What follows belongs to an exercise in optimizing a design on an open flow for small area, a short achievable clock period and few clock cycles; a production flow would make more cautious choices.
Where RTL was checked, it was by simulation tests only, not by an equivalence proof against the original.
For runs 4 to 6, only the layout was checked, not whether the RTL still works.
Power is estimated from default activity; no workload was simulated.

===== config.mk =====
export PLATFORM = sky130hd
export DESIGN_NAME = rawc_seq
export DESIGN_NICKNAME = rawc_seq
export VERILOG_FILES = /design/flow/design.v
export SDC_FILE = /design/flow/constraint.sdc
export NUM_CORES = 4
export LEC_CHECK = 0
export CAP_MARGIN = 20
export CORE_MARGIN = 2
export CORE_UTILIZATION = 40
export SETUP_SLACK_MARGIN = 1.5
export SLEW_MARGIN = 20

===== constraint.sdc =====
create_clock -name core_clock -period 5.0 [get_ports {clk}]
set_input_delay 1.0000 -clock core_clock [delete_from_list [all_inputs] [get_ports {clk}]]
set_output_delay 1.0000 -clock core_clock [all_outputs]
set_load 0.01 [all_outputs]

===== design.v =====
module rawc_seq (
    input  wire        clk,
    input  wire        rst,         
    input  wire        cmd_valid,
    output wire        cmd_ready,
    input  wire [31:0] cmd_word,
    input  wire        wr_valid,
    output wire        wr_ready,
    input  wire [7:0]  wr_byte,
    output wire        rd_valid,
    output wire [7:0]  rd_byte,
    output wire        rsp_valid,
    input  wire        rsp_ready,
    output wire [31:0] rsp_word,
    output wire        p_valid,
    input  wire        p_ready,
    output wire [3:0]  p_kind,
    output wire [5:0]  p_reg,
    output wire        p_word,
    output wire [15:0] p_wdata,
    input  wire [31:0] p_rdata
);
    localparam [3:0] K_RD    = 4'd1;    
    localparam [3:0] K_WR    = 4'd2;    
    localparam [3:0] K_ARD   = 4'd3;    
    localparam [3:0] K_ARDB  = 4'd4;    
    localparam [3:0] K_AWR   = 4'd5;    
    localparam [3:0] K_AWRB  = 4'd6;    
    localparam [3:0] K_EDIS  = 4'd7;    
    localparam [3:0] K_EEN   = 4'd8;    
    localparam [3:0] K_TMR   = 4'd9;    
    localparam [3:0] K_DLY   = 4'd10;   
    localparam [3:0] K_DIAG  = 4'd11;   
    localparam [3:0] OP_INIT     = 4'h1;
    localparam [3:0] OP_ALLOC_M  = 4'h2;
    localparam [3:0] OP_ALLOC_D  = 4'h3;
    localparam [3:0] OP_DEALL_M  = 4'h4;
    localparam [3:0] OP_DEALL_D  = 4'h5;
    localparam [3:0] OP_MOUNT_RX = 4'h6;
    localparam [3:0] OP_SEND_M   = 4'h7;
    localparam [3:0] OP_SET_IDX  = 4'h8;
    localparam [3:0] OP_GET_IDX  = 4'h9;
    localparam [3:0] OP_READ_B   = 4'hA;
    localparam [3:0] OP_WRITE_B  = 4'hB;
    localparam [3:0] OP_GET_ST   = 4'hC;
    localparam [3:0] OP_SET_ST   = 4'hD;
    localparam [3:0] OP_MOVE     = 4'hE;
    localparam [3:0] OP_RDCSR    = 4'hF;
    localparam [6:0] S_IDLE   = {3'd0, 4'd0};
    localparam [6:0] S_RSP    = {3'd1, 4'd0};
    localparam [6:0] S_RDINT  = {3'd0, K_RD};     
    localparam [6:0] S_RDBC   = {3'd1, K_RD};     
    localparam [6:0] S_FIFO   = {3'd2, K_RD};     
    localparam [6:0] S_STAT   = {3'd3, K_RD};     
    localparam [6:0] S_GIDX   = {3'd4, K_RD};     
    localparam [6:0] S_PRE    = {3'd0, K_WR};     
    localparam [6:0] S_CTL    = {3'd1, K_WR};     
    localparam [6:0] S_CLR2   = {3'd2, K_WR};     
    localparam [6:0] S_CLR1   = {3'd3, K_WR};     
    localparam [6:0] S_SIDX   = {3'd4, K_WR};     
    localparam [6:0] S_ARD    = {3'd0, K_ARD};
    localparam [6:0] S_ARDB   = {3'd0, K_ARDB};
    localparam [6:0] S_AWR    = {3'd0, K_AWR};
    localparam [6:0] S_AWRB   = {3'd0, K_AWRB};
    localparam [6:0] S_EDIS   = {3'd0, K_EDIS};   
    localparam [6:0] S_EREST  = {3'd1, K_EDIS};   
    localparam [6:0] S_EEN    = {3'd0, K_EEN};
    localparam [6:0] S_T0     = {3'd0, K_TMR};    
    localparam [6:0] S_TMR    = {3'd1, K_TMR};    
    localparam [6:0] S_DLY    = {3'd0, K_DLY};
    localparam [6:0] S_DGI    = {3'd1, K_DIAG};   
    localparam [6:0] S_DGX    = {3'd2, K_DIAG};   
    localparam [6:0] S_DGM    = {3'd3, K_DIAG};   
    localparam [6:0] S_DGZ    = {3'd4, K_DIAG};   
    reg [6:0]  st;
    reg        pv;            
    reg        rq;            
    reg [3:0]  op;
    reg        ill;           
    reg [15:0] imm;
    reg [2:0]  w;             
    reg [2:0]  mp;            
    reg        md;            
    reg        second;        
    reg [5:0]  oob;
    reg [1:0]  mnt;           
    reg [3:0]  diags;
    reg        prior;         
    reg [31:0] t0;
    function [5:0] reg_of;
        input [2:0] ww;
        input [2:0] which;    
        begin
            reg_of = ww * 6'd5 + {3'd0, which};
        end
    endfunction
    function [7:0] mask1;
        input [2:0] ww;
        begin
            case (ww)
                3'd0:    mask1 = 8'h02;
                3'd1:    mask1 = 8'h04;
                default: mask1 = 8'h01;
            endcase
        end
    endfunction
    function [15:0] mask2;
        input [2:0] ww;
        begin
            case (ww)
                3'd2:    mask2 = 16'h0010;
                3'd3:    mask2 = 16'h0020;
                3'd4:    mask2 = 16'h0004;
                default: mask2 = 16'h0008;
            endcase
        end
    endfunction
    function legal;
        input [31:0] x;
        reg [3:0] o;
        reg [2:0] xw;
        reg [2:0] xp;
        begin
            o  = x[31:28];
            xw = x[26:24];
            xp = x[22:20];
            case (o)
                OP_INIT, OP_DEALL_M, OP_DEALL_D:
                    legal = (x[27:0] == 28'd0);
                OP_ALLOC_M, OP_ALLOC_D, OP_SEND_M:
                    legal = (x[27:16] == 12'd0) && (x[15:12] == 4'd0);
                OP_RDCSR:
                    legal = (x[27:16] == 12'd0) && (x[15:1] == 15'd0);
                OP_MOUNT_RX, OP_GET_IDX:
                    legal = !x[27] && (x[23:0] == 24'd0) && (xw <= 3'd5);
                OP_GET_ST:
                    legal = !x[27] && (x[23:0] == 24'd0) && (xw <= 3'd1);
                OP_SET_IDX, OP_READ_B, OP_WRITE_B:
                    legal = !x[27] && (x[23:16] == 8'd0) && (xw <= 3'd5);
                OP_SET_ST:
                    legal = !x[27] && (x[23:1] == 23'd0) && (xw <= 3'd1);
                OP_MOVE:
                    legal = !x[23] && (x[19:12] == 8'd0) && (xw <= 3'd5) && (xp <= 3'd4);
                default:
                    legal = 1'b0;
            endcase
        end
    endfunction
    wire [3:0] kind = st[3:0];
    wire       hs   = pv && p_ready;
    assign p_valid = pv;
    assign p_kind  = kind;
    assign rd_valid = hs && (st == S_ARDB);
    assign rd_byte  = p_rdata[7:0];
    reg [5:0]  o_reg;
    reg        o_word;
    reg [15:0] o_wdata;
    always @(*) begin
        o_reg   = reg_of(w, 3'd4);
        o_word  = 1'b1;
        o_wdata = imm;
        case (st)
            S_RDINT: begin o_reg = 6'd30; o_word = 1'b0; end
            S_RDBC:  o_reg = reg_of(w, 3'd3);
            S_FIFO:  o_reg = (op == OP_ALLOC_M) ? 6'd32 : 6'd33;
            S_STAT:  o_reg = reg_of(w, 3'd1);
            S_GIDX:  o_reg = reg_of(w, 3'd0);
            S_PRE: begin
                if (w <= 3'd1) begin
                    o_reg = 6'd30; o_word = 1'b0; o_wdata = {8'd0, mask1(w)};
                end else begin
                    o_reg = 6'd31; o_wdata = mask2(w);
                end
            end
            S_CTL: begin
                o_reg   = reg_of(w, 3'd2);
                o_wdata = {md, mp, second ? 12'd0 : imm[11:0]};
            end
            S_CLR2:  begin o_reg = 6'd31; o_wdata = 16'h003C; end
            S_CLR1:  begin o_reg = 6'd30; o_word = 1'b0; o_wdata = {8'd0, mask1(w)}; end
            S_SIDX:  o_reg = reg_of(w, 3'd0);
            S_AWRB:  o_wdata = {8'd0, t0[23:16]};
            S_DGI:   o_reg = {3'd1, w};
            S_DGX: begin o_reg = {3'd2, w}; o_wdata = {15'd0, op == OP_WRITE_B}; end
            S_DGM: begin o_reg = {3'd3, w}; o_wdata = 16'd0; end
            S_DGZ: begin o_reg = {3'd4, w}; o_wdata = 16'd0; end
            default: ;
        endcase
    end
    assign p_reg   = o_reg;
    assign p_word  = o_word;
    assign p_wdata = o_wdata;
    assign rsp_valid = rq;
    assign rsp_word  = {ill, 11'd0, diags, t0[15:0]};
    wire [15:0] rd16    = p_rdata[15:0];
    wire        rd_nz   = (rd16 != 16'd0);
    wire [31:0] elapsed = p_rdata - t0;
    wire        tmo     = (op == OP_SET_IDX) ? (elapsed >= 32'd5) : (elapsed >= 32'd20);
    wire        hit     = (w == 3'd0) ? p_rdata[1] : (w == 3'd1) ? p_rdata[2] : p_rdata[0];
    wire        fifo_ok = (rd16 >= imm);
    wire        last_b  = (t0[15:0] == 16'd1);
    wire        zlen    = (imm == 16'd0);
    reg         fin;
    reg [15:0]  fval;
    always @(*) begin
        fin  = 1'b0;
        fval = 16'd0;
        case (st)
            S_RDBC: begin
                case (op)
                    OP_INIT:     fin = second;
                    OP_MOUNT_RX: fin = rd_nz;
                    default:     fin = 1'b1;
                endcase
                case (op)
                    OP_ALLOC_M:  fval = {15'd0, rd_nz && !second};
                    OP_ALLOC_D:  fval = {15'd0, rd_nz};
                    OP_MOUNT_RX,
                    OP_MOVE:     fval = rd16;
                    default:     fval = 16'd0;
                endcase
            end
            S_FIFO:  fin = !fifo_ok && !(op == OP_ALLOC_M && rd_nz);
            S_STAT:  fin = !p_rdata[0];
            S_GIDX: begin fin = 1'b1; fval = rd16; end
            S_ARD,
            S_AWR:   begin fin = zlen; fval = imm; end
            S_ARDB,
            S_AWRB:  begin fin = last_b; fval = imm; end
            S_DGI,
            S_DGZ:   fin = 1'b1;
            default: ;
        endcase
    end
    wire want_b = (st == S_AWR && !zlen) || (st == S_AWRB && !last_b);
    assign wr_ready = (hs && want_b) || (st == S_AWRB && !pv);
    wire take_b = wr_ready && wr_valid;
    assign cmd_ready = (st == S_IDLE) || (rq && rsp_ready);
    wire acc = cmd_valid && cmd_ready;
    wire [3:0] c_op = cmd_word[31:28];
    wire [2:0] c_w  = cmd_word[26:24];
    wire       c_ok = legal(cmd_word);
    always @(posedge clk) begin
        if (rst) begin
            st  <= S_IDLE;
            pv  <= 1'b0;
            rq  <= 1'b0;
            oob <= 6'd0;
            mnt <= 2'd0;
        end else begin
            if (rq && rsp_ready) begin
                rq <= 1'b0;
                st <= S_IDLE;
            end
            if (take_b) t0[23:16] <= wr_byte;
            if (st == S_AWRB && !pv && wr_valid) pv <= 1'b1;
            if (hs) begin
                case (st)
                    S_EDIS: begin
                        prior <= p_rdata[0];
                        st    <= S_PRE;
                    end
                    S_PRE:   st <= S_CTL;
                    S_CTL:   st <= S_EEN;
                    S_EEN:   st <= S_T0;
                    S_T0: begin
                        t0 <= p_rdata;
                        st <= (op == OP_SET_IDX) ? S_STAT : S_RDINT;
                    end
                    S_RDINT: begin
                        if (hit) st <= (w >= 3'd2) ? S_CLR2 : S_CLR1;
                        else     st <= S_TMR;
                    end
                    S_CLR2:  st <= S_CLR1;
                    S_CLR1:  st <= prior ? S_RDBC : S_EREST;
                    S_TMR: begin
                        if (op == OP_SET_IDX) begin
                            if (tmo) begin
                                oob[w]   <= 1'b1;
                                diags[0] <= 1'b1;
                                st       <= S_DGI;
                            end else begin
                                st <= S_STAT;
                            end
                        end else begin
                            if (tmo) begin
                                diags[2] <= 1'b1;
                                st       <= S_DGM;
                            end else begin
                                st <= S_DLY;
                            end
                        end
                    end
                    S_DGM:   st <= prior ? S_RDBC : S_EREST;
                    S_DLY:   st <= S_RDINT;
                    S_EREST: st <= S_RDBC;
                    S_RDBC: begin
                        case (op)
                            OP_INIT: begin
                                if (!second) begin
                                    second <= 1'b1;
                                    w      <= 3'd4;
                                    md     <= 1'b1;
                                    st     <= S_EDIS;
                                end else begin
                                    mnt <= 2'b00;
                                end
                            end
                            OP_ALLOC_M: begin
                                if (rd_nz && !second) oob[3] <= 1'b0;
                            end
                            OP_ALLOC_D: begin
                                if (rd_nz) begin
                                    oob[1] <= 1'b0;
                                    mnt[1] <= 1'b1;
                                end
                            end
                            OP_MOUNT_RX: begin
                                if (!rd_nz) begin
                                    diags[3] <= 1'b1;
                                    st       <= S_DGZ;
                                end else if (w == 3'd0) begin
                                    mnt[0] <= 1'b1;
                                end
                            end
                            default: ;
                        endcase
                    end
                    S_DGZ: begin
                        if (w == 3'd0) mnt[0] <= 1'b1;
                    end
                    S_FIFO: begin
                        if (fifo_ok) begin
                            st <= S_EDIS;
                        end else if (op == OP_ALLOC_M && rd_nz) begin
                            second <= 1'b1;
                            w      <= 3'd2;
                            md     <= 1'b0;
                            st     <= S_EDIS;
                        end
                    end
                    S_STAT: begin
                        if (p_rdata[0]) st <= S_TMR;
                        else            oob[w] <= 1'b0;
                    end
                    S_SIDX:  st <= S_T0;
                    S_DGX:   st <= (op == OP_WRITE_B) ? S_AWR : S_ARD;
                    S_ARD:   st <= S_ARDB;
                    S_AWR: begin
                        st <= S_AWRB;
                        pv <= wr_valid;
                    end
                    S_ARDB:  t0[15:0] <= t0[15:0] - 16'd1;
                    S_AWRB: begin
                        t0[15:0] <= t0[15:0] - 16'd1;
                        pv       <= wr_valid;
                    end
                    default: ;
                endcase
                if (fin) begin
                    pv       <= 1'b0;
                    rq       <= 1'b1;
                    t0[15:0] <= fval;
                    st       <= S_RSP;
                end
            end
            if (acc) begin
                op     <= c_op;
                ill    <= !c_ok;
                imm    <= cmd_word[15:0];
                t0[15:0] <= cmd_word[15:0];
                diags  <= 4'd0;
                second <= 1'b0;
                w      <= c_w;
                mp     <= cmd_word[22:20];
                md     <= cmd_word[27];
                pv     <= 1'b1;
                rq     <= 1'b0;
                if (!c_ok) begin
                    pv <= 1'b0;
                    rq <= 1'b1;
                    t0[15:0] <= 16'd0;
                    st <= S_RSP;
                end else begin
                    case (c_op)
                        OP_INIT:     begin w <= 3'd1; mp <= 3'd3; md <= 1'b0; st <= S_EDIS; end
                        OP_ALLOC_M:  begin w <= 3'd3; mp <= 3'd1; md <= 1'b1; st <= S_FIFO; end
                        OP_ALLOC_D:  begin w <= 3'd1; mp <= 3'd2; md <= 1'b1; st <= S_FIFO; end
                        OP_DEALL_M:  begin w <= 3'd2; mp <= 3'd1; md <= 1'b0; st <= S_EDIS; end
                        OP_DEALL_D:  begin w <= 3'd0; mp <= 3'd2; md <= 1'b0; st <= S_EDIS;
                                           mnt[0] <= 1'b0; end
                        OP_MOUNT_RX: begin mp <= 3'd0; md <= 1'b1; st <= S_EDIS; end
                        OP_SEND_M:   begin w <= 3'd3; mp <= 3'd0; md <= 1'b0; st <= S_EDIS; end
                        OP_SET_IDX:  st <= S_SIDX;
                        OP_GET_IDX:  st <= S_GIDX;
                        OP_READ_B:   st <= oob[c_w] ? S_DGX : S_ARD;
                        OP_WRITE_B:  st <= oob[c_w] ? S_DGX : S_AWR;
                        OP_MOVE:     st <= S_EDIS;
                        OP_GET_ST: begin
                            pv <= 1'b0;
                            rq <= 1'b1;
                            t0[15:0] <= {15'd0, mnt[c_w[0]]};
                            st <= S_RSP;
                        end
                        OP_SET_ST: begin
                            mnt[c_w[0]] <= cmd_word[0];
                            pv <= 1'b0;
                            rq <= 1'b1;
                            t0[15:0] <= 16'd0;
                            st <= S_RSP;
                        end
                        default: begin    
                            pv <= 1'b0;
                            rq <= 1'b1;
                            t0[15:0] <= cmd_word[0] ? {14'd0, mnt} : {10'd0, oob};
                            st <= S_RSP;
                        end
                    endcase
                    if ((c_op == OP_READ_B || c_op == OP_WRITE_B) && oob[c_w])
                        diags[1] <= 1'b1;
                end
            end
        end
    end
endmodule

===== run.sh =====
#!/bin/bash
# synth_recipe.tcl (not shown) runs the flow's synth.tcl, then flattens the netlist and writes it again
# the make line also repeats each setting of config.mk as NAME=value (left out here)
make -C /OpenROAD-flow-scripts/flow DESIGN_CONFIG=/design/flow/config.mk WORK_HOME=/design/flow/orfs CLKGATE_MAP_FILE= SYNTH_SCRIPT=/design/flow/synth_recipe.tcl finish

==> metrics.csv, run 1 <==
stage;metric;value;unit
status;status;timing/DRC/antenna clean;
cts;CTS tree;done;
cts;cts-stage hold buffer count;0;
setup_path;largest delay contributor family on the critical path;simple AND/OR/NAND/NOR gates;
floorplanning;die area;24400;um^2
sta;final worst-path cycle share;76.4;%
finish;fill count;2153;
setup_path;slowest cell on the critical path;or4_4;
sta;final worst path period need;3820;ps
synthesis;syn avg cell area;7.62;um^2
synthesis;Top FF cell, synth;edfxtp_1;
place;post-DP HPWL;28800;um
sta;fmax;262;MHz
sta;Final Hold Vio Count;0;
power;peak supply drop;0.000193;V
synthesis;post-synth top area cell;edfxtp_1;
route;Detail Route Antenna Nets;0;
setup_path;Critical Path Sink Type;flop;
synthesis;Synth Cell Area;9290;um^2
sta;slew margin rel.;34.7;%
route;final wirelength;37800;um
finish;Area growth, synth to finish;39.7;%
route;drt via density;6.19;
cts;total CTS buffers;9;
synthesis;most frequent cells after synthesis;nand2_1 (137), a21oi_1 (101), nor2_1 (87);
sta;final setup fails;0;
synthesis;async set or reset register ratio after synthesis;0;%
route;Iter 0 DRT Violations;916;
cts;htree depth;3;
place;gpl congestion;0.984;
floorplanning;Ports;150;
synthesis;most frequent cell after synthesis;nand2_1;
route;DR WL/cell;22.1;um
floorplanning;Cell Rows;55;
power;Cell Pwr Density;180;nW/um^2
setup_path;Critical Path AT;3940;ps
synthesis;top post-synthesis cells by area;edfxtp_1 (21%), ha_1 (8.5%), nand2_1 (5.5%);
synthesis;Cells after Synth;1218;
floorplanning;die width;156;um
cts;CTS Root Buffer Type;clkbuf_16;
min_path;worst min-delay path category;flop to flop;
flow_run;max cap viols;0;
sta;setup TNS;0;ps
synthesis;post-synth cell types;90;
cts;Clk Latency, worst-skew pair;360;ps
global_route;first-pass GRT wire length;56600;um
finish;share of cells above drive strength 1;25.7;%
synthesis;Syn. warnings;1;
sta;Final Hold Slack;498;ps
setup_path;CP Data Required Time;5120;ps
finish;ant diodes;0;
global_route;largest net degree at the start of global routing;33;
route;first drt pass iteration count;5;
sta;Fin Clk Skew;9.54;ps
sta;RSZ-0062 raised after global routing;true;
cts;Num Clock Sinks;83;
route;Vias;10600;
setup_path;Cell Chain, Critical Path;buf_12 > inv_12 > ha_4 > fa_2 > and2b_2 > o2111ai_4 > a211o_1 > a211oi_2 > nor3_1 > or4_4 > nor4_4 > nand3_2 > or2_1 > a31o_1;
finish;Final nets;1563;
setup_path;CP Launch Type;input port;
setup_path;crit-path max cell delay;510;ps
power;Lkg Pwr;5.00;nW
floorplanning;Die Height;156;um
global_route;number of global-route vias before repair;9848;
synthesis;number of synthesized flops with an enable pin;66;
synthesis;#FFs+latches synth;83;
setup_path;critical path class;input port to flop;
setup_path;CP max FO;2;
setup_path;Crit path buffers/inverters;2;
cts;CTS clock-pin slew for the worst setup and hold paths;60;ps
global_route;initial antenna violation count;0;
floorplanning;Initial Util;40.9;%
floorplanning;core area;22700;um^2
sta;Slew Viols, Final;0;
synthesis;Seq/Total Area, Yosys;25.0;%
synthesis;Synth top area share;21.3;%
global_route;gr usage total;30.1;%
cts;clock buffer depth;2;
route;DRC errors left;0;
global_route;global route overflow;0;
sta;Slew @ Worst Pin;970;ps
place;IO buf count;138;
-- stage by stage --
| step | setup slack, ps | total power (W) | area, um^2 | util [%] | instances |
|---|---|---|---|---|---|
| final | 1180 | 0.00234 | 13000 | 57.1 | 1710 |
| after global routing | 1050 | 0.00243 | 13000 | 57.1 | 1710 |
| after CTS | 1020 | 0.00228 | 12400 | 54.4 | 1684 |
| after detailed placement | 81.0 | 0.00155 | 11100 | 48.7 | 1611 |
| after global placement | 122 | 0.00155 | 11100 | 48.7 | 1611 |
| after floorplan | 1060 | 0.00125 | 9410 | - | 1228 |
-- timing repair --
item	4_1_cts	5_1_grt
gates resized for setup	222	149
endpoints found under the setup margin	83	80
pin swaps	50	51
cloned	2	0
buffers inserted	55	26
-- worst reg2reg max path: cells and delay by family, from the launching register on --
family                     cells  cell delay (ps)
AOI/OAI and AO/OA              4              850
adders and majority gates      2              610
DFF                            1              550
and+or+nand+nor                6             1450
-- final timing paths --
kind         cells after the start                     end  slack [ps]            start
max                             14  diags[0]$_SDFFCE_PP0P_        1180       p_rdata[0]
min reg2reg                      2                    flop         500             flop
min                              2                    flop         500             flop
max reg2reg                     12  diags[0]$_SDFFCE_PP0P_        1310  t0[0]$_DFFE_PP_
-- registers in the layout, indices dropped and copies added (netlist names), named ones only --
signal	flops
t0	32
imm	16
st	7
diags	4
op	4
mp	3
w	3
mnt	2
oob	2
ill	1
md	1
prior	1
pv	1
rq	1
second	1
-- logic make-up after synthesis --
kind of cell	count (synthesis)	share of synthesized area, %
buffers and inverters	172	8.73
other	1	0.0404
AOI/OAI and AO/OA	394	27.7
xor gates and xnor gates	35	3.30
muxes	13	1.55
and+or+nand+nor	454	24.7
adders and majority gates	66	9.03
DFF	83	25.0
-- cell type report --
type / count / area [um^2] / area share, %
Multi-Input combinational cell: 974 / 7160 / 55.2
Clock buffer: 10 / 229 / 1.77
Sequential cell: 83 / 2340 / 18.1
Tap cell: 285 / 357 / 2.75
Timing Repair Buffer: 283 / 2530 / 19.5
Inverter: 69 / 282 / 2.17
Clock inverter: 6 / 63.8 / 0.492
-- layout by cell type (no fill, tap or decap), types with 11 or more instances in the layout --
cell type	instances
a211oi_1	13
a21o_1	15
a21oi_1	86
a21oi_2	15
a22oi_1	19
and2_1	12
buf_2	11
buf_4	116
buf_6	29
clkbuf_2	12
clkdlybuf4s50_1	83
conb_1	11
dfxtp_1	11
dlygate4sd2_1	13
dlymetal6s2s_1	11
edfxtp_1	66
ha_1	36
ha_2	12
ha_4	15
inv_1	62
mux2i_1	11
nand2_1	128
nand2b_1	14
nand3_1	22
nand4_1	22
nor2_1	80
nor2b_1	11
nor3_1	35
nor4_1	18
o211ai_1	12
o21a_1	11
o21ai_0	66
o21ai_1	20
o21ai_2	13
or3_1	12
xnor2_1	25
-- layer usage --
layer  vias up  wire length (um)  global-route usage (%)
met2       527             17500                    48.6
met4         0              1680                    13.5
li1       4909                 -                       -
met1      5046             15900                    40.0
met3       105              2790                    4.18
met5         -                 0                       0
-- power by group --
part / switching [W] / internal [W]
Sequential: 0.0000409 / 0.000781
Combinational: 0.000463 / 0.000361
Clock: 0.000302 / 0.000388
Total: 0.000806 / 0.00153
Testbench counts, summed over its fixed seeds: cycles 146,720.
==> run 2, diff against run 1 <==
--- a/config.mk
+++ b/config.mk
@@ -5,8 +5,9 @@
 export SDC_FILE = /design/flow/constraint.sdc
 export NUM_CORES = 4
 export LEC_CHECK = 0
+export ABC_CLOCK_PERIOD_IN_PS = 2800
 export CAP_MARGIN = 20
 export CORE_MARGIN = 2
 export CORE_UTILIZATION = 40
-export SETUP_SLACK_MARGIN = 1.5
+export SETUP_SLACK_MARGIN = 2.2
 export SLEW_MARGIN = 20
==> metrics.csv, run 2 <==
stage;metric;value;unit
sta;Slew Viols, Final;0;
setup_path;Cell Chain, Critical Path;clkdlybuf4s50_1 > ha_4 > nand2_1 > nor2_1 > buf_4 > o2111ai_1 > a31oi_2 > buf_4 > a2111oi_1 > a21oi_1 > nor4_2 > nand3_4 > buf_6 > clkbuf_16 > o21ai_2 > mux2i_1;
power;Logic pwr share;37.2;%
power;total net switching power;0.000845;W
cts;htree depth;3;
floorplanning;Initial Util;40.9;%
finish;most common cell after layout, fill and taps aside;nand2_1;
global_route;met1 usage;41.0;%
route;Iter 0 DRT Violations;1188;
sta;final worst-path cycle share;78.9;%
setup_path;Critical Path AT;4230;ps
synthesis;most frequent cell after synthesis;nand2_1;
global_route;largest net degree at the start of global routing;33;
min_path;WHS Path Cells;2;
floorplanning;Cell Rows;55;
sta;setup TNS;0;ps
sta;final worst path period need;3940;ps
sta;fmax;254;MHz
setup_path;Reg2Reg Depth;16;
synthesis;post-synth cell types;90;
setup_path;critical path class;input port to flop;
cts;Clk Latency, worst-skew pair;360;ps
cts;Num Clock Sinks;83;
setup_path;Crit. Startpoint;p_rdata[20];
setup_path;CP Launch Type;input port;
synthesis;#FFs+latches synth;83;
finish;Final nets;1605;
sta;Fin Clk Skew;9.94;ps
synthesis;Synth Cell Area;9290;um^2
floorplanning;Ports;150;
floorplanning;core area;22700;um^2
finish;max FFs per register;32;
power;clock group share of total power;28.1;%
setup_path;CP Data Required Time;5280;ps
global_route;global route overflow;0;
sta;slew margin rel.;13.3;%
finish;ant diodes;0;
route;DRC errors left;0;
sta;RSZ-0062 raised after global routing;true;
cts;clock buffer depth;2;
cts;CTS Root Buffer Type;clkbuf_16;
power;peak supply drop;0.000145;V
place;gpl congestion;1.03;
synthesis;Cells after Synth;1218;
setup_path;crit-path max cell delay;570;ps
setup_path;CP max FO;6;
synthesis;Synth top area share;21.3;%
synthesis;Top FF cell, synth;edfxtp_1;
global_route;gr busiest metal;met2;
place;IO buf count;138;
finish;Area growth, synth to finish;50.7;%
synthesis;post-synth top area cell;edfxtp_1;
finish;share of cells above drive strength 1;34.4;%
global_route;initial antenna violation count;0;
place;post-DP HPWL;28500;um
route;Detail Route Antenna Nets;0;
synthesis;async set or reset register ratio after synthesis;0;%
route;DR WL/cell;22.4;um
power;switch share;35.9;%
setup_path;slowest cell on the critical path;clkdlybuf4s50_1;
synthesis;Syn. warnings;1;
finish;Biggest register;t0;
power;Lkg Pwr;5.39;nW
sta;Slew @ Worst Pin;1280;ps
synthesis;most frequent cells after synthesis;nand2_1 (137), a21oi_1 (101), nor2_1 (87);
sta;final setup fails;0;
floorplanning;Die Height;156;um
setup_path;FF-to-FF setup slack;1270;ps
setup_path;Critical Path Sink Type;flop;
finish;Top Registers;t0 (32), imm (16), st (7);
min_path;worst min-delay path category;flop to flop;
route;final wirelength;39300;um
power;Pint;0.00151;W
synthesis;number of synthesized flops with an enable pin;66;
synthesis;syn avg cell area;7.62;um^2
cts;cts-stage hold buffer count;0;
route;drt via density;6.20;
power;Cell Pwr Density;168;nW/um^2
sta;Final Hold Vio Count;0;
floorplanning;die area;24400;um^2
flow_run;max cap viols;0;
status;status;timing/DRC/antenna clean;
global_route;M2 GR Usage;50.1;%
global_route;first-pass GRT wire length;57700;um
cts;total CTS buffers;9;
global_route;number of global-route vias before repair;10100;
route;first drt pass iteration count;5;
power;sequential power share;34.7;%
setup_path;Reg2Reg Launch Point;t0[0]$_DFFE_PP_;
cts;CTS tree;done;
finish;most frequent cells in the layout;nand2_1 (115), buf_4 (109), a21oi_1 (80), buf_6 (76), nor2_1 (74);
route;Vias;10900;
setup_path;CP most frequent cell;buf_4;
synthesis;Seq/Total Area, Yosys;25.0;%
sta;Final Hold Slack;493;ps
floorplanning;die width;156;um
global_route;gr usage total;30.7;%
synthesis;top post-synthesis cells by area;edfxtp_1 (21%), ha_1 (8.5%), nand2_1 (5.5%);
cts;CTS clock-pin slew for the worst setup and hold paths;70;ps
global_route;met3 Resource Use GR;3.63;%
==> run 2: what timing repair did <==
action | in CTS | in global routing
cloned | 3 | 2
setup buffers | 87 | 41
pin swaps | 90 | 80
endpoints found under the setup margin | 131 | 121
resized for setup | 433 | 194
==> run 2: power groups by stage <==
stage / registers, W / logic (W) / clock network [W]
final: 0.000818 / 0.000875 / 0.000662
after global routing: 0.000820 / 0.000935 / 0.000694
after CTS: 0.000815 / 0.000784 / 0.000671
after detailed placement: 0.000834 / 0.000715 / 0
after global placement: 0.000834 / 0.000717 / 0
after floorplan: 0.000818 / 0.000444 / 0
==> run 2: worst max-delay path, delay by kind of cell <==
family | cells | cell delay [ps]
buffers and inverters | 5 | 1210
AO/OA/AOI/OAI | 5 | 790
AND/OR/NAND/NOR | 4 | 750
adder cells (fa/ha/maj) | 1 | 260
multiplexers | 1 | 190
==> run 2: cell families after synthesis <==
group	count (synthesis)	share of synthesized area [%]
AOI/OAI and AO/OA	394	27.7
xor gates and xnor gates	35	3.30
adders and majority gates	66	9.03
buffers and inverters	172	8.73
DFF	83	25.0
muxes	13	1.55
other	1	0.0404
and+or+nand+nor	454	24.7
==> run 2: how the worst max path moves through the flow <==
stage	end	slack, ps	cells past startpoint
floorplan	diags[0]$_SDFFCE_PP0P_	1060	13
global placement	diags[0]$_SDFFCE_PP0P_	120	15
detailed placement	st[0]$_SDFF_PP0_	100	16
CTS	diags[0]$_SDFFCE_PP0P_	810	15
global route	flop	940	13
finish	flop	1060	16
==> run 2: final cells by class <==
cell class	instances	area, um^2
multi-input cells	973	7670
repair buffers	326	3070
well taps	285	357
clock inverters	6	46.3
inverters	69	279
flip-flops and latches	83	2340
fillers	1986	8710
clock buffers	10	229
==> run 2: stage by stage <==
step / power (W) / cells / setup slack, ps / cell area, um^2 / util [%]
after global placement: 0.00155 / 1603 / 118 / 11200 / 49.3
after floorplan: 0.00126 / 1228 / 1060 / 9660 / -
after global routing: 0.00245 / 1752 / 940 / 14000 / 61.6
after CTS: 0.00227 / 1709 / 806 / 13000 / 57.2
after detailed placement: 0.00155 / 1603 / 104 / 11200 / 49.3
final: 0.00236 / 1752 / 1060 / 14000 / 61.6
==> run 2: layer usage <==
layer | part of all wire [%] | vias up
met3 | 6.7 | 102
met4 | 4.4 | 0
li1 | - | 4995
met1 | 42 | 5208
met5 | 0 | -
met2 | 47 | 555
==> run 3, diff against run 2 <==
--- a/config.mk
+++ b/config.mk
@@ -5,9 +5,7 @@
 export SDC_FILE = /design/flow/constraint.sdc
 export NUM_CORES = 4
 export LEC_CHECK = 0
-export ABC_CLOCK_PERIOD_IN_PS = 2800
 export CAP_MARGIN = 20
 export CORE_MARGIN = 2
 export CORE_UTILIZATION = 40
-export SETUP_SLACK_MARGIN = 2.2
 export SLEW_MARGIN = 20
==> metrics.csv, run 3 <==
stage;metric;value;unit
setup_path;CP Data Required Time;5290;ps
global_route;first-pass GRT wire length;53700;um
power;peak supply drop;0.000157;V
finish;Final nets;1482;
sta;final setup fails;0;
power;clock group share of total power;32.2;%
finish;ant diodes;0;
setup_path;Critical Path Sink Type;flop;
sta;setup TNS;0;ps
place;post-DP HPWL;28400;um
sta;fin worst setup slack;238;ps
finish;Area growth, synth to finish;21.9;%
setup_path;critical path class;input port to flop;
sta;Slew @ Worst Pin;945;ps
synthesis;#FFs+latches synth;83;
global_route;largest net degree at the start of global routing;32;
floorplanning;Initial Util;40.9;%
synthesis;compound-gate portion of the synthesized area;27.7;%
sta;final worst-path cycle share;95.2;%
synthesis;top post-synthesis cells by area;edfxtp_1 (21%), ha_1 (8.5%), nand2_1 (5.5%);
status;status;timing/DRC/antenna clean;
cts;total CTS buffers;9;
synthesis;adder-cell share of the synthesized area;9.03;%
sta;Final Hold Vio Count;0;
synthesis;most frequent cell after synthesis;nand2_1;
cts;clock buffer depth;2;
synthesis;async set or reset register ratio after synthesis;0;%
place;IO buf count;138;
sta;Slew Viols, Final;0;
finish;max FFs per register;32;
setup_path;CP max FO;7;
global_route;gr usage total;28.6;%
min_path;worst min-delay path category;flop to flop;
setup_path;CP Launch Type;input port;
floorplanning;die width;156;um
cts;cts-stage hold buffer count;0;
synthesis;Top FF cell, synth;edfxtp_1;
finish;Top Registers;t0 (32), imm (16), st (7);
route;Vias;9941;
synthesis;Synth Area in Simple Gates;24.7;%
finish;most common cell after layout, fill and taps aside;clkdlybuf4s50_1;
power;total net switching power;0.000763;W
finish;Biggest register;t0;
cts;CTS clock-pin slew for the worst setup and hold paths;70;ps
synthesis;number of synthesized flops with an enable pin;66;
power;Pint;0.00150;W
cts;Num Clock Sinks;83;
finish;share of cells above drive strength 1;7.74;%
floorplanning;die area;24400;um^2
route;first drt pass iteration count;6;
place;gpl congestion;0.984;
sta;fmax;210;MHz
route;DRC errors left;0;
cts;post-CTS setup buffer count;0;
sta;Final Hold Slack;488;ps
floorplanning;core area;22700;um^2
power;Cell Pwr Density;200;nW/um^2
setup_path;FF-to-FF setup slack;950;ps
synthesis;post-synthesis mux area share;1.55;%
synthesis;Seq/Total Area, Yosys;25.0;%
synthesis;Syn. warnings;1;
finish;post-layout util;49.8;%
route;Iter 0 DRT Violations;847;
synthesis;most frequent cells after synthesis;nand2_1 (137), a21oi_1 (101), nor2_1 (87);
sta;RSZ-0062 raised after global routing;false;
power;sequential power share;36.5;%
synthesis;syn avg cell area;7.62;um^2
synthesis;Cells after Synth;1218;
route;Detail Route Antenna Nets;0;
floorplanning;Die Height;156;um
route;final wirelength;35200;um
global_route;number of global-route vias before repair;9543;
sta;slew margin rel.;36.8;%
sta;Fin Clk Skew;13.2;ps
synthesis;XOR/XNOR Fraction of Synth Area;3.30;%
finish;fill count;2284;
cts;post-CTS sizing;0;
cts;Clk Latency, worst-skew pair;360;ps
floorplanning;Ports;150;
global_route;initial antenna violation count;0;
cts;CTS Root Buffer Type;clkbuf_16;
floorplanning;Cell Rows;55;
global_route;global route overflow;0;
setup_path;Critical Path AT;5050;ps
synthesis;Synth Cell Area;9290;um^2
synthesis;main combinational cell family by area after synthesis;compound AO/OA/AOI/OAI gates;
route;DR WL/cell;21.6;um
cts;htree depth;3;
flow_run;max cap viols;0;
synthesis;Synth top area share;21.3;%
synthesis;post-synth top area cell;edfxtp_1;
power;switch share;33.8;%
cts;CTS tree;done;
route;drt via density;6.10;
power;Lkg Pwr;4.29;nW
synthesis;post-synth cell types;90;
sta;final worst path period need;4760;ps
place;pre-CTS WS;-34.6;ps
finish;most frequent cells in the layout;clkdlybuf4s50_1 (138), nand2_1 (137), a21oi_1 (101), nor2_1 (86), o21ai_0 (78);
power;Logic pwr share;31.3;%
[run 3: cell counts after synthesis]
Identical to the previous run, type by type.
[run 3: layout make-up]
cell class                 instances  area [um^2]  area share, %
sequential                        83         2320           20.5
inverter                          69          259           2.29
multi-input combinational        973         6190           54.7
clock buffer                      11          275           2.43
clock inverter                     5         42.5          0.376
tap                              285          357           3.15
timing repair buffer             203         1870           16.5
[run 3: metal layers]
| metal | wire [um] | up-vias | track usage [%] |
|---|---|---|---|
| met4 | 1660 | 0 | 13.8 |
| li1 | - | 4752 | - |
| met5 | 0 | - | 0 |
| met3 | 2480 | 87 | 3.66 |
| met1 | 15300 | 4632 | 38.6 |
| met2 | 15800 | 470 | 45.2 |
[run 3: logic make-up after synthesis]
kind of cell,Yosys count
AOI/OAI and AO/OA,394
xor gates and xnor gates,35
adders and majority gates,66
buffers and inverters,172
DFF,83
muxes,13
other,1
and+or+nand+nor,454
[run 3: worst max-delay path, cell delays in order]
cell and delay (ps):
clkdlybuf4s50_1 490, inv_1 140, ha_1 240, fa_1 400, and2b_1 280, o2111ai_4 160, a211oi_1 380, buf_4 200
o31a_1 130, a311oi_1 50, a2111oi_0 380, and4_1 260, nand3_1 190, buf_4 210, buf_4 150, o21ai_1 180
mux2i_1 200
[run 3: per-stage QoR]
stage	cell area (um^2)	power, W	instances
final	11300	0.00226	1629
after global routing	11300	0.00236	1629
after global placement	11000	0.00154	1613
after detailed placement	11000	0.00153	1613
after CTS	11300	0.00225	1629
after floorplan	9320	0.00125	1228
[run 3: final timing paths]
path / from / endpoint / cells after the start
setup / recovery: p_rdata[0] / flop / 17
hold / removal: flop / flop / 2
setup reg to reg: t0[0]$_DFFE_PP_ / flop / 15
hold reg to reg: flop / flop / 2
[run 3: power groups by stage]
stage               clock [W]  combinational [W]  sequential [W]
finish               0.000726           0.000707        0.000825
global route         0.000760           0.000770        0.000828
CTS                  0.000729           0.000700        0.000823
detailed placement          0           0.000695        0.000839
global placement            0           0.000696        0.000839
floorplan                   0           0.000430        0.000819
==> run 4, diff against run 3 <==
--- a/design.v
+++ b/design.v
@@ -91,7 +91,41 @@
         input [2:0] ww;
         input [2:0] which;    
         begin
-            reg_of = ww * 6'd5 + {3'd0, which};
+            case (ww)
+                3'd0:    reg_of = 6'd0  + {3'd0, which};
+                3'd1:    reg_of = 6'd5  + {3'd0, which};
+                3'd2:    reg_of = 6'd10 + {3'd0, which};
+                3'd3:    reg_of = 6'd15 + {3'd0, which};
+                3'd4:    reg_of = 6'd20 + {3'd0, which};
+                default: reg_of = 6'd25 + {3'd0, which};
+            endcase
+        end
+    endfunction
+    function ge12;
+        input [11:0] a;
+        input [11:0] b;
+        integer i;
+        reg gt, eq;
+        begin
+            gt = 1'b0;
+            eq = 1'b1;
+            for (i = 11; i >= 0; i = i - 1) begin
+                gt = gt | (eq & a[i] & ~b[i]);
+                eq = eq & ~(a[i] ^ b[i]);
+            end
+            ge12 = gt | eq;
+        end
+    endfunction
+    function [15:0] dec16;
+        input [15:0] a;
+        integer i;
+        reg borrow;
+        begin
+            borrow = 1'b1;
+            for (i = 0; i < 16; i = i + 1) begin
+                dec16[i] = a[i] ^ borrow;
+                borrow   = borrow & ~a[i];
+            end
         end
     endfunction
     function [7:0] mask1;
@@ -132,15 +166,15 @@
                 OP_RDCSR:
                     legal = (x[27:16] == 12'd0) && (x[15:1] == 15'd0);
                 OP_MOUNT_RX, OP_GET_IDX:
-                    legal = !x[27] && (x[23:0] == 24'd0) && (xw <= 3'd5);
+                    legal = !x[27] && (x[23:0] == 24'd0) && !(xw[2] && xw[1]);
                 OP_GET_ST:
-                    legal = !x[27] && (x[23:0] == 24'd0) && (xw <= 3'd1);
+                    legal = !x[27] && (x[23:0] == 24'd0) && (xw[2:1] == 2'd0);
                 OP_SET_IDX, OP_READ_B, OP_WRITE_B:
-                    legal = !x[27] && (x[23:16] == 8'd0) && (xw <= 3'd5);
+                    legal = !x[27] && (x[23:16] == 8'd0) && !(xw[2] && xw[1]);
                 OP_SET_ST:
-                    legal = !x[27] && (x[23:1] == 23'd0) && (xw <= 3'd1);
+                    legal = !x[27] && (x[23:1] == 23'd0) && (xw[2:1] == 2'd0);
                 OP_MOVE:
-                    legal = !x[23] && (x[19:12] == 8'd0) && (xw <= 3'd5) && (xp <= 3'd4);
+                    legal = !x[23] && (x[19:12] == 8'd0) && !(xw[2] && xw[1]) && !(xp[2] && xp[1:0] != 2'd0);
                 default:
                     legal = 1'b0;
             endcase
@@ -166,7 +200,7 @@
             S_STAT:  o_reg = reg_of(w, 3'd1);
             S_GIDX:  o_reg = reg_of(w, 3'd0);
             S_PRE: begin
-                if (w <= 3'd1) begin
+                if (w[2:1] == 2'd0) begin
                     o_reg = 6'd30; o_word = 1'b0; o_wdata = {8'd0, mask1(w)};
                 end else begin
                     o_reg = 6'd31; o_wdata = mask2(w);
@@ -194,11 +228,22 @@
     assign rsp_word  = {ill, 11'd0, diags, t0[15:0]};
     wire [15:0] rd16    = p_rdata[15:0];
     wire        rd_nz   = (rd16 != 16'd0);
-    wire [31:0] elapsed = p_rdata - t0;
-    wire        tmo     = (op == OP_SET_IDX) ? (elapsed >= 32'd5) : (elapsed >= 32'd20);
+    wire [5:0]  dlo   = {1'b0, p_rdata[4:0]} - {1'b0, t0[4:0]};
+    wire        blo   = dlo[5];
+    wire [26:0] th    = p_rdata[31:5];
+    wire [26:0] t0h   = t0[31:5];
+    wire [26:0] xeq   = ~(th ^ t0h);                
+    wire [26:0] oc    = th | ~t0h;                  
+    wire        hi_eq0 = &xeq;                      
+    wire        hi_eq1 = !xeq[0] && (xeq[26:1] == oc[25:0]);    
+    wire        hi_z  = blo ? hi_eq1 : hi_eq0;
+    wire        lt5   = (dlo[4:3] == 2'd0) && !(dlo[2] && dlo[1:0] != 2'd0);
+    wire        lt20  = !dlo[4] || (dlo[3:2] == 2'd0);
+    wire        lo_lt = (op == OP_SET_IDX) ? lt5 : lt20;
+    wire        tmo   = !(hi_z && lo_lt);
     wire        hit     = (w == 3'd0) ? p_rdata[1] : (w == 3'd1) ? p_rdata[2] : p_rdata[0];
-    wire        fifo_ok = (rd16 >= imm);
-    wire        last_b  = (t0[15:0] == 16'd1);
+    wire        fifo_ok = (rd16[15:12] != 4'd0) || ge12(rd16[11:0], imm[11:0]);    
+    wire        last_b  = (imm == 16'd1);
     wire        zlen    = (imm == 16'd0);
     reg         fin;
     reg [15:0]  fval;
@@ -224,9 +269,9 @@
             S_STAT:  fin = !p_rdata[0];
             S_GIDX: begin fin = 1'b1; fval = rd16; end
             S_ARD,
-            S_AWR:   begin fin = zlen; fval = imm; end
+            S_AWR:   begin fin = zlen; fval = t0[15:0]; end
             S_ARDB,
-            S_AWRB:  begin fin = last_b; fval = imm; end
+            S_AWRB:  begin fin = last_b; fval = t0[15:0]; end
             S_DGI,
             S_DGZ:   fin = 1'b1;
             default: ;
@@ -235,7 +280,7 @@
     wire want_b = (st == S_AWR && !zlen) || (st == S_AWRB && !last_b);
     assign wr_ready = (hs && want_b) || (st == S_AWRB && !pv);
     wire take_b = wr_ready && wr_valid;
-    assign cmd_ready = (st == S_IDLE) || (rq && rsp_ready);
+    assign cmd_ready = (kind == 4'd0);
     wire acc = cmd_valid && cmd_ready;
     wire [3:0] c_op = cmd_word[31:28];
     wire [2:0] c_w  = cmd_word[26:24];
@@ -268,7 +313,7 @@
                         st <= (op == OP_SET_IDX) ? S_STAT : S_RDINT;
                     end
                     S_RDINT: begin
-                        if (hit) st <= (w >= 3'd2) ? S_CLR2 : S_CLR1;
+                        if (hit) st <= (w[2:1] != 2'd0) ? S_CLR2 : S_CLR1;
                         else     st <= S_TMR;
                     end
                     S_CLR2:  st <= S_CLR1;
@@ -350,9 +395,9 @@
                         st <= S_AWRB;
                         pv <= wr_valid;
                     end
-                    S_ARDB:  t0[15:0] <= t0[15:0] - 16'd1;
+                    S_ARDB:  imm <= dec16(imm);
                     S_AWRB: begin
-                        t0[15:0] <= t0[15:0] - 16'd1;
+                        imm <= dec16(imm);
                         pv       <= wr_valid;
                     end
                     default: ;
--- a/config.mk
+++ b/config.mk
@@ -8,4 +8,5 @@
 export CAP_MARGIN = 20
 export CORE_MARGIN = 2
 export CORE_UTILIZATION = 40
+export SETUP_SLACK_MARGIN = 1.5
 export SLEW_MARGIN = 20
==> metrics.csv, run 4 <==
stage;metric;value;unit
status;status;timing/DRC/antenna clean;
setup_path;FF-to-FF setup slack;1600;ps
setup_path;Reg2Reg Depth;17;
setup_path;crit-path max cell delay;450;ps
sta;final worst path period need;3510;ps
setup_path;CP most frequent cell;ha_4;
route;first drt pass iteration count;5;
route;Detail Route Antenna Nets;0;
synthesis;Cells after Synth;940;
setup_path;Crit path buffers/inverters;2;
synthesis;Top FF cell, synth;edfxtp_1;
finish;most frequent cells in the layout;buf_4 (87), clkdlybuf4s50_1 (80), nor2_1 (74), edfxtp_1 (66), a21oi_1 (64);
setup_path;Critical Path Sink Type;flop;
route;top sig layer;met5;
synthesis;Synth Area in Simple Gates;22.1;%
power;Cell Pwr Density;180;nW/um^2
global_route;number of global-route vias before repair;7880;
power;Lkg Pwr;4.30;nW
cts;CTS clock-pin slew for the worst setup and hold paths;70;ps
synthesis;XOR/XNOR Fraction of Synth Area;3.78;%
synthesis;most frequent cell after synthesis;nor2_1;
floorplanning;Cell Rows;51;
cts;CTS Root Buffer Type;clkbuf_16;
place;gpl congestion;0.983;
finish;max FFs per register;32;
global_route;first-pass GRT wire length;45600;um
setup_path;CP Launch Type;input port;
cts;total CTS buffers;9;
sta;Slew @ Worst Pin;840;ps
synthesis;main combinational cell family by area after synthesis;compound AO/OA/AOI/OAI gates;
floorplanning;die area;20900;um^2
flow_run;max cap viols;0;
synthesis;compound-gate portion of the synthesized area;22.5;%
route;Iter 0 DRT Violations;791;
sta;Final Hold Slack;529;ps
global_route;global route overflow;0;
floorplanning;Die Height;144;um
finish;fill count;1752;
cts;Clk Latency, worst-skew pair;350;ps
min_path;WHS Path Cells;2;
setup_path;slowest cell on the critical path;o41ai_4;
sta;slew margin rel.;43.8;%
finish;Top Registers;t0 (32), imm (16), st (7);
cts;htree depth;3;
power;Pwr Total;0.00198;W
synthesis;top post-synthesis cells by area;edfxtp_1 (25%), ha_1 (9.4%), a21oi_1 (4.6%);
global_route;largest net degree at the start of global routing;34;
setup_path;Reg2Reg Launch Point;imm[1]$_DFFE_PP_;
route;wire length on met2;14100;um
route;drt via density;6.11;
place;dpl cells;1295;
floorplanning;Initial Util;40.6;%
finish;ant diodes;0;
finish;Biggest register;t0;
synthesis;#FFs+latches synth;83;
place;IO buf count;138;
synthesis;post-synthesis mux area share;2.35;%
setup_path;CP max FO;2;
setup_path;largest delay contributor family on the critical path;compound AO/OA/AOI/OAI gates;
setup_path;CP Data Required Time;5240;ps
floorplanning;Ports;150;
finish;Final nets;1251;
global_route;gr usage total;28.8;%
synthesis;number of synthesized flops with an enable pin;66;
route;DRC errors left;0;
synthesis;Syn. warnings;1;
synthesis;post-synth cell types;91;
setup_path;Cell Chain, Critical Path;buf_12 > clkinv_8 > ha_4 > xnor2_4 > nor4_4 > nand4_1 > o41ai_4 > and3_4 > ha_4 > o31ai_4 > a32oi_2 > o2111ai_1 > a21o_1 > o31a_1;
sta;Fin Clk Skew;8.39;ps
synthesis;Synth Cell Area;7890;um^2
min_path;HP Start;oob[3]$_SDFFE_PP0P_;
finish;Area growth, synth to finish;40.1;%
cts;CTS tree;done;
cts;clock buffer depth;2;
sta;Slew Viols, Final;0;
sta;Final Hold Vio Count;0;
finish;share of cells above drive strength 1;28.5;%
synthesis;most frequent cells after synthesis;nor2_1 (80), a21oi_1 (73), edfxtp_1 (66);
sta;RSZ-0062 raised after global routing;true;
route;Vias;8450;
setup_path;critical path class;input port to flop;
sta;final setup fails;0;
setup_path;Critical Path AT;3750;ps
synthesis;post-synth top area cell;edfxtp_1;
route;DR WL/cell;22.4;um
floorplanning;die width;144;um
synthesis;syn avg cell area;8.39;um^2
power;peak supply drop;0.000150;V
sta;setup TNS;0;ps
route;final wirelength;30900;um
synthesis;Seq/Total Area, Yosys;29.5;%
finish;most common cell after layout, fill and taps aside;buf_4;
place;post-DP HPWL;22100;um
setup_path;reg-to-reg endpoint;imm[15]$_DFFE_PP_;
floorplanning;core area;19400;um^2
finish;non-filler instance count after layout;1382;
sta;final worst-path cycle share;70.2;%
min_path;worst min-delay path category;flop to flop;
global_route;initial antenna violation count;1;
route;WL met3;3080;um
synthesis;Synth top area share;25.1;%
synthesis;adder-cell share of the synthesized area;10.0;%
route;routed metal-1 wirelength;12800;um
min_path;Worst Hold Endpoint;oob[3]$_SDFFE_PP0P_;
sta;fmax;285;MHz
synthesis;async set or reset register ratio after synthesis;0;%
cts;Num Clock Sinks;83;
-- run 4: cell families after synthesis --
| family | count (synthesis) |
|---|---|
| muxes | 17 |
| and+or+nand+nor | 327 |
| adders and majority gates | 63 |
| buffers and inverters | 154 |
| DFF | 83 |
| other | 1 |
| xor gates and xnor gates | 34 |
| AOI/OAI and AO/OA | 261 |
-- run 4: timing repair --
action                                  4_1_cts  5_1_grt
cloned                                        1        0
endpoints found under the setup margin       65       76
setup buffers                                51       20
pin swaps                                    28       40
hold buffers                                  0        0
gates resized for setup                     207      156
-- run 4: final cells by class --
type | instances | area [um^2] | area share (%)
Multi-Input combinational cell | 713 | 5710 | 51.6
Sequential cell | 83 | 2340 | 21.2
Timing Repair Buffer | 240 | 2080 | 18.9
Tap cell | 265 | 332 | 3.00
Inverter | 66 | 272 | 2.46
Clock buffer | 9 | 225 | 2.04
Clock inverter | 6 | 88.8 | 0.804
-- run 4: stage by stage --
step                      area (um^2)  utilization, %  setup slack [ps]
after global placement           9340            48.1               557
after floorplan                  7920               -              1500
final                           11100            57.0              1490
after CTS                       10500            54.1              1380
after global routing            11100            57.0              1400
after detailed placement         9340            48.1               507
-- run 4: how the worst max path moves through the flow --
stage                       from                to  slack (ps)  cells past startpoint
2_1_floorplan        p_rdata[19]  st[4]$_SDFF_PP0_        1500                     13
3_3_place_gp         p_rdata[28]  st[4]$_SDFF_PP0_         560                     14
3_5_place_dp          p_rdata[9]  st[4]$_SDFF_PP0_         510                     14
4_1_cts        imm[13]$_DFFE_PP_          wr_ready        1380                      6
5_1_grt              p_rdata[18]  st[4]$_SDFF_PP0_        1400                     14
6_report              p_rdata[9]  st[4]$_SDFF_PP0_        1490                     14
-- run 4: worst register-to-register path, delay by kind of cell (launching register included) --
family                   cells  cell delay (ps)
AO/OA/AOI/OAI                1               70
XOR/XNOR                     1              150
adder cells (fa/ha/maj)     14             2490
buffers and inverters        1               60
flip-flops                   1              370
-- run 4: layer usage --
layer | global-route usage, % | up-vias
met4 | 9.25 | 2
met2 | 45.9 | 532
li1 | - | 3818
met1 | 39.2 | 4017
met5 | 0 | -
met3 | 6.09 | 81
-- run 4: where the power goes --
part / switching (W) / total, W / internal [W]
clock network: 0.000300 / 0.000737 / 0.000437
registers: 0.0000236 / 0.000791 / 0.000767
logic: 0.000244 / 0.000457 / 0.000213
total: 0.000567 / 0.00198 / 0.00142
==> run 5, diff against run 4 <==
--- a/config.mk
+++ b/config.mk
@@ -8,5 +8,5 @@
 export CAP_MARGIN = 20
 export CORE_MARGIN = 2
 export CORE_UTILIZATION = 40
-export SETUP_SLACK_MARGIN = 1.5
+export SETUP_SLACK_MARGIN = 2.0
 export SLEW_MARGIN = 20
==> metrics.csv, run 5 <==
stage;metric;value;unit
finish;area of the multi-input gates;6270;um^2
setup_path;Critical Path AT;2400;ps
setup_path;Reg2Reg Depth;12;
synthesis;Syn. warnings;1;
route;DRC errors left;0;
place;IO buf count;138;
cts;CTS Root Buffer Type;clkbuf_16;
cts;CTS tree;done;
setup_path;CP Launch Type;flop;
status;status;timing/DRC/antenna clean;
floorplanning;die width;144;um
setup_path;crit-path max cell delay;510;ps
finish;share of cells above drive strength 1;40.2;%
route;drt via density;6.08;
floorplanning;die area;20900;um^2
sta;final worst path period need;3400;ps
synthesis;most frequent cells after synthesis;nor2_1 (80), a21oi_1 (73), edfxtp_1 (66);
setup_path;CP max FO;3;
finish;Biggest register;t0;
cts;CTS clock-pin slew for the worst setup and hold paths;70;ps
finish;max FFs per register;32;
synthesis;Top FF cell, synth;edfxtp_1;
setup_path;crit path to;p_wdata[2];
synthesis;number of synthesized flops with an enable pin;66;
global_route;gr usage total;29.6;%
finish;Area growth, synth to finish;53.6;%
route;wire length on met2;14800;um
cts;Clk Latency, worst-skew pair;360;ps
global_route;largest net degree at the start of global routing;29;
finish;Top Registers;t0 (32), imm (16), st (7);
sta;final setup fails;0;
route;Iter 0 DRT Violations;954;
route;top sig layer;met4;
synthesis;Synth Cell Area;7890;um^2
global_route;global route overflow;0;
synthesis;async set or reset register ratio after synthesis;0;%
setup_path;Reg2Reg Launch Point;t0[16]$_DFFE_PN_;
route;DR WL/cell;22.6;um
sta;Fin Clk Skew;12.7;ps
cts;cts-stage hold buffer count;0;
sta;final worst-path cycle share;68.0;%
synthesis;Cells after Synth;940;
floorplanning;Initial Util;40.6;%
place;post-DP HPWL;22500;um
synthesis;Seq/Total Area, Yosys;29.5;%
floorplanning;Ports;150;
route;Vias;8736;
route;Detail Route Antenna Nets;0;
sta;fmax;294;MHz
setup_path;reg-to-reg endpoint;st[4]$_SDFF_PP0_;
floorplanning;core area;19400;um^2
cts;htree depth;3;
cts;total CTS buffers;9;
sta;Slew Viols, Final;0;
global_route;initial antenna violation count;1;
setup_path;Crit. Startpoint;w[1]$_DFFE_PP_;
synthesis;top post-synthesis cells by area;edfxtp_1 (25%), ha_1 (9.4%), a21oi_1 (4.6%);
synthesis;most frequent cell after synthesis;nor2_1;
finish;Final nets;1303;
power;peak supply drop;0.000168;V
route;first drt pass iteration count;5;
setup_path;Cell Chain, Critical Path;inv_2 > ha_4 > buf_4 > ha_2 > a22oi_2 > o21ai_1 > a32oi_2 > o21ai_4 > buf_6;
min_path;worst min-delay path category;flop to flop;
finish;post-layout util;62.4;%
global_route;first-pass GRT wire length;46200;um
finish;Sequential Area;2350;um^2
synthesis;post-synth cell types;91;
finish;fill count;1655;
setup_path;FF-to-FF setup slack;1870;ps
floorplanning;Die Height;144;um
synthesis;syn avg cell area;8.39;um^2
sta;Slew @ Worst Pin;996;ps
flow_run;max cap viols;0;
setup_path;Critical Path Sink Type;output pin;
sta;RSZ-0062 raised after global routing;true;
finish;most common cell after layout, fill and taps aside;buf_4;
global_route;number of global-route vias before repair;8117;
cts;Num Clock Sinks;83;
floorplanning;Cell Rows;51;
route;routed metal-1 wirelength;13200;um
place;gpl congestion;0.928;
setup_path;slowest cell on the critical path;edfxtp_1;
setup_path;critical path class;flop to output pin;
route;final wirelength;32500;um
finish;most frequent cells in the layout;buf_4 (119), edfxtp_1 (66), nor2_1 (65), a21oi_1 (61), nand2_1 (60);
setup_path;CP Data Required Time;4000;ps
synthesis;post-synth top area cell;edfxtp_1;
cts;clock buffer depth;2;
sta;setup TNS;0;ps
sta;Final Hold Vio Count;0;
power;Lkg Pwr;4.73;nW
sta;Final Hold Slack;557;ps
synthesis;Synth top area share;25.1;%
route;WL met3;3180;um
sta;slew margin rel.;32.9;%
power;Cell Pwr Density;167;nW/um^2
synthesis;#FFs+latches synth;83;
run 5: cell counts after synthesis:
No cell type changed its count.
run 5: worst min path at each step:
stage	startpoint	end	slack, ps	cells after the start
finish	oob[3]$_SDFFE_PP0P_	oob[3]$_SDFFE_PP0P_	560	2
global route	oob[3]$_SDFFE_PP0P_	oob[3]$_SDFFE_PP0P_	580	2
CTS	oob[3]$_SDFFE_PP0P_	oob[3]$_SDFFE_PP0P_	550	2
detailed placement	oob[3]$_SDFFE_PP0P_	oob[3]$_SDFFE_PP0P_	530	2
global placement	oob[3]$_SDFFE_PP0P_	oob[3]$_SDFFE_PP0P_	540	2
floorplan	oob[3]$_SDFFE_PP0P_	oob[3]$_SDFFE_PP0P_	460	2
run 5: cells by family (layout without fill, tap and decap cells):
| group | count (synthesis) | count (layout) | synth area share [%] |
|---|---|---|---|
| adder cells (fa/ha/maj) | 63 | 63 | 10.0 |
| other | 1 | 12 | 0.0476 |
| flip-flops | 83 | 83 | 29.5 |
| AO/OA/AOI/OAI | 261 | 263 | 22.5 |
| XOR/XNOR | 34 | 34 | 3.78 |
| multiplexers | 17 | 17 | 2.35 |
| AND/OR/NAND/NOR | 327 | 327 | 22.1 |
| buffers and inverters | 154 | 372 | 9.81 |
run 5: where the power goes:
group / internal (W) / switching (W) / total [W] / leakage, nW
Combinational: 0.000222 / 0.000256 / 0.000477 / 3.79
Sequential: 0.000766 / 0.0000221 / 0.000788 / 0.785
Clock: 0.000441 / 0.000322 / 0.000763 / 0.152
run 5: critical path, delay by kind of cell (launching register included):
kind            cells  cell delay [ps]
flops               1              510
compound gates      4              780
buf+inv             3              400
fa+ha+maj           2              370
run 5: metrics by stage:
stage	setup slack, ps	cells	total power [W]	instance area, um^2
floorplan	1660	950	0.00102	8270
global placement	725	1290	0.00119	9640
detailed placement	679	1290	0.00119	9640
CTS	1570	1395	0.00198	11400
global route	1520	1436	0.00209	12100
finish	1600	1436	0.00203	12100
run 5: final cells by class:
class,count,share of cell area (%)
Multi-Input combinational cell,715,51.8
Timing Repair Buffer,290,21.0
Sequential cell,83,19.4
Tap cell,265,2.74
Inverter,66,2.45
Clock buffer,9,1.86
Clock inverter,7,0.806
Antenna cell,1,0.0207
run 5: timing repair:
| item | CTS | global route |
|---|---|---|
| buffers inserted | 86 | 39 |
| cloned | 3 | 1 |
| gates resized for setup | 395 | 162 |
| setup endpoints to repair | 98 | 95 |
| pin swaps | 74 | 69 |
run 5: layer usage:
metal  track usage, %  vias to the layer above
li1                 -                     3928
met1             39.1                     4185
met2             46.6                      522
met3             7.81                      101
met4             10.7                        0
met5                0                        -
==> run 6, diff against run 5 <==
==> flow/run.sh (new file) <==
#!/bin/bash
# Layout flow: the standard ORFS flow, unchanged, except that the port
# buffers inserted during placement use the smallest buffer cell.
set -euo pipefail
export BUFFER_PORTS_ARGS="-buffer_cell sky130_fd_sc_hd__buf_1"
bash standard.sh > standard_flow.log 2>&1
==> standard.sh (new file) <==
#!/bin/bash
# synth_recipe.tcl (not shown) runs the flow's synth.tcl, then flattens the netlist and writes it again
# the make line also repeats each setting of config.mk as NAME=value (left out here)
make -C /OpenROAD-flow-scripts/flow DESIGN_CONFIG=/design/flow/config.mk WORK_HOME=/design/flow/orfs CLKGATE_MAP_FILE= SYNTH_SCRIPT=/design/flow/synth_recipe.tcl "${@:-finish}"
--- a/config.mk
+++ b/config.mk
@@ -8,5 +8,5 @@
 export CAP_MARGIN = 20
 export CORE_MARGIN = 2
 export CORE_UTILIZATION = 40
-export SETUP_SLACK_MARGIN = 2.0
+export SETUP_SLACK_MARGIN = 1.5
 export SLEW_MARGIN = 20
removed: run.sh
==> metrics.csv, run 6 <==
stage;metric;value;unit
finish;most frequent cells in the layout;buf_1 (123), nor2_1 (75), a21oi_1 (72), edfxtp_1 (66), nand2_1 (65);
route;Iter 0 DRT Violations;1004;
floorplanning;Initial Util;40.6;%
setup_path;CP Launch Type;input port;
synthesis;post-synth cell types;91;
setup_path;slowest cell on the critical path;o41ai_2;
route;drt via density;6.08;
setup_path;largest delay contributor family on the critical path;compound AO/OA/AOI/OAI gates;
finish;most common cell after layout, fill and taps aside;buf_1;
finish;Sequential Area;2340;um^2
global_route;first-pass GRT wire length;41700;um
setup_path;Critical Path Sink Type;flop;
floorplanning;die width;144;um
setup_path;crit path to;st[4]$_SDFF_PP0_;
finish;ant diodes;0;
finish;fill count;1911;
global_route;gr usage total;26.2;%
floorplanning;core area;19400;um^2
synthesis;Syn. warnings;1;
route;first drt pass iteration count;6;
min_path;worst min-delay path category;flop to flop;
place;post-DP HPWL;21100;um
sta;Slew Viols, Final;0;
setup_path;Reg2Reg Launch Point;imm[1]$_DFFE_PP_;
synthesis;Synth Cell Area;7890;um^2
route;final wirelength;28300;um
finish;max FFs per register;32;
sta;Slew @ Worst Pin;891;ps
setup_path;CP max FO;4;
finish;Final Instance Area;9540;um^2
synthesis;post-synth top area cell;edfxtp_1;
setup_path;Crit path buffers/inverters;2;
sta;final setup fails;0;
synthesis;Cells after Synth;940;
setup_path;FF-to-FF setup slack;1610;ps
setup_path;Crit. Startpoint;p_rdata[6];
synthesis;most frequent cell after synthesis;nor2_1;
sta;fmax;283;MHz
sta;setup TNS;0;ps
sta;RSZ-0062 raised after global routing;true;
sta;final worst-path cycle share;70.6;%
synthesis;top post-synthesis cells by area;edfxtp_1 (25%), ha_1 (9.4%), a21oi_1 (4.6%);
finish;share of cells above drive strength 1;17.4;%
synthesis;Synth top area share;25.1;%
setup_path;crit-path max cell delay;460;ps
setup_path;Critical Path AT;3760;ps
setup_path;Reg2Reg Depth;17;
sta;Final Hold Vio Count;0;
setup_path;CP Data Required Time;5230;ps
cts;CTS clock-pin slew for the worst setup and hold paths;60;ps
finish;Final nets;1202;
cts;CTS tree;done;
sta;slew margin rel.;40.1;%
route;DRC errors left;0;
finish;Biggest register;t0;
setup_path;Worst path depth;14;
finish;Area growth, synth to finish;21.0;%
flow_run;max cap viols;0;
power;Cell Pwr Density;193;nW/um^2
floorplanning;Ports;150;
setup_path;critical path class;input port to flop;
place;gpl congestion;1.00;
finish;area of the multi-input gates;5340;um^2
sta;final worst path period need;3530;ps
global_route;initial antenna violation count;0;
place;IO buf count;138;
sta;Final Hold Slack;540;ps
route;Detail Route Antenna Nets;0;
finish;Top Registers;t0 (32), imm (16), st (7);
status;status;timing/DRC/antenna clean;
global_route;number of global-route vias before repair;7340;
synthesis;number of synthesized flops with an enable pin;66;
cts;Num Clock Sinks;83;
route;DR WL/cell;21.2;um
synthesis;Top FF cell, synth;edfxtp_1;
synthesis;most frequent cells after synthesis;nor2_1 (80), a21oi_1 (73), edfxtp_1 (66);
synthesis;Seq/Total Area, Yosys;29.5;%
global_route;global route overflow;0;
floorplanning;Cell Rows;51;
global_route;largest net degree at the start of global routing;36;
place;Area after DPL;8430;um^2
cts;htree depth;3;
cts;clock buffer depth;2;
power;Lkg Pwr;3.52;nW
cts;Clk Latency, worst-skew pair;350;ps
synthesis;syn avg cell area;8.39;um^2
power;peak supply drop;0.000151;V
cts;total CTS buffers;9;
floorplanning;die area;20900;um^2
cts;CTS Root Buffer Type;clkbuf_16;
synthesis;async set or reset register ratio after synthesis;0;%
synthesis;#FFs+latches synth;83;
floorplanning;Die Height;144;um
setup_path;Cell Chain, Critical Path;buf_2 > inv_1 > ha_1 > xnor2_1 > nor4_1 > nand4_1 > o41ai_2 > and3_4 > ha_4 > o31ai_2 > a32oi_1 > o2111ai_1 > a21o_1 > o31a_1;
sta;Fin Clk Skew;10.4;ps
route;Vias;8114;
setup_path;reg-to-reg endpoint;imm[15]$_DFFE_PP_;
run 6: stage by stage:
stage	setup slack, ps	instances	utilization [%]	total power (W)
final	1470	1334	49.2	0.00184
after global routing	1380	1334	49.2	0.00190
after CTS	1420	1317	46.4	0.00180
after detailed placement	895	1289	43.4	0.00111
after global placement	976	1289	43.4	0.00111
after floorplan	1500	950	-	0.00101
run 6: how the worst min path moves through the flow:
stage,from,cells after the start,to
global route,oob[3]$_SDFFE_PP0P_,2,oob[3]$_SDFFE_PP0P_
floorplan,oob[3]$_SDFFE_PP0P_,2,oob[3]$_SDFFE_PP0P_
CTS,oob[3]$_SDFFE_PP0P_,2,oob[3]$_SDFFE_PP0P_
global placement,oob[3]$_SDFFE_PP0P_,2,oob[3]$_SDFFE_PP0P_
finish,oob[3]$_SDFFE_PP0P_,2,oob[3]$_SDFFE_PP0P_
detailed placement,oob[3]$_SDFFE_PP0P_,2,oob[3]$_SDFFE_PP0P_
run 6: worst reg2reg max path, delay by kind of cell, from the launching register on:
family / cells / cell delay (ps)
adders and majority gates: 14 / 2490
DFF: 1 / 360
xor gates and xnor gates: 1 / 150
AOI/OAI and AO/OA: 1 / 90
buffers and inverters: 1 / 70
run 6: kinds of logic (layout without fill, tap and decap cells):
kind of cell               count (synthesis)  in the layout  synth area share, %
buffers and inverters                    154            272                 9.81
other                                      1             11               0.0476
adders and majority gates                 63             63                 10.0
xor gates and xnor gates                  34             34                 3.78
DFF                                       83             83                 29.5
AOI/OAI and AO/OA                        261            261                 22.5
muxes                                     17             17                 2.35
and+or+nand+nor                          327            328                 22.1
run 6: final cells by class:
| cell class | instances | area share, % |
|---|---|---|
| tap | 265 | 3.48 |
| clock inverter | 7 | 0.787 |
| inverter | 66 | 2.64 |
| clock buffer | 9 | 2.36 |
| multi-input combinational | 714 | 56.0 |
| timing repair buffer | 190 | 10.2 |
| sequential | 83 | 24.5 |
run 6: where the power goes:
part / internal, W / leakage, nW / total [W] / switching [W]
Clock: 0.000390 / 0.140 / 0.000687 / 0.000297
Sequential: 0.000768 / 0.784 / 0.000790 / 0.0000224
Combinational: 0.000141 / 2.59 / 0.000360 / 0.000220
run 6: routing by layer:
metal | wire length [um] | track usage, % | up-vias
met3 | 3450 | 7.72 | 76
li1 | - | - | 3722
met5 | 0 | 0 | -
met2 | 12200 | 39.4 | 531
met1 | 11800 | 36.0 | 3785
met4 | 890 | 8.74 | 0
run 6: timing repair:
item | 4_1_cts | 5_1_grt
gates resized for setup | 46 | 78
gates cloned | 0 | 1
buffers inserted | 12 | 16
endpoints found under the setup margin | 38 | 38
pin swaps | 11 | 31
hold buffers | 0 | 0

Re-timed with assumed drivers on the ports (clkbuf_16 on the clock, buf_2 on other inputs), run 6 has 1.433 ns of setup slack against 1.471 ns with ideal ports, and 1.082 ns once port delays also move by the mid clock arrival of 0.387 ns.
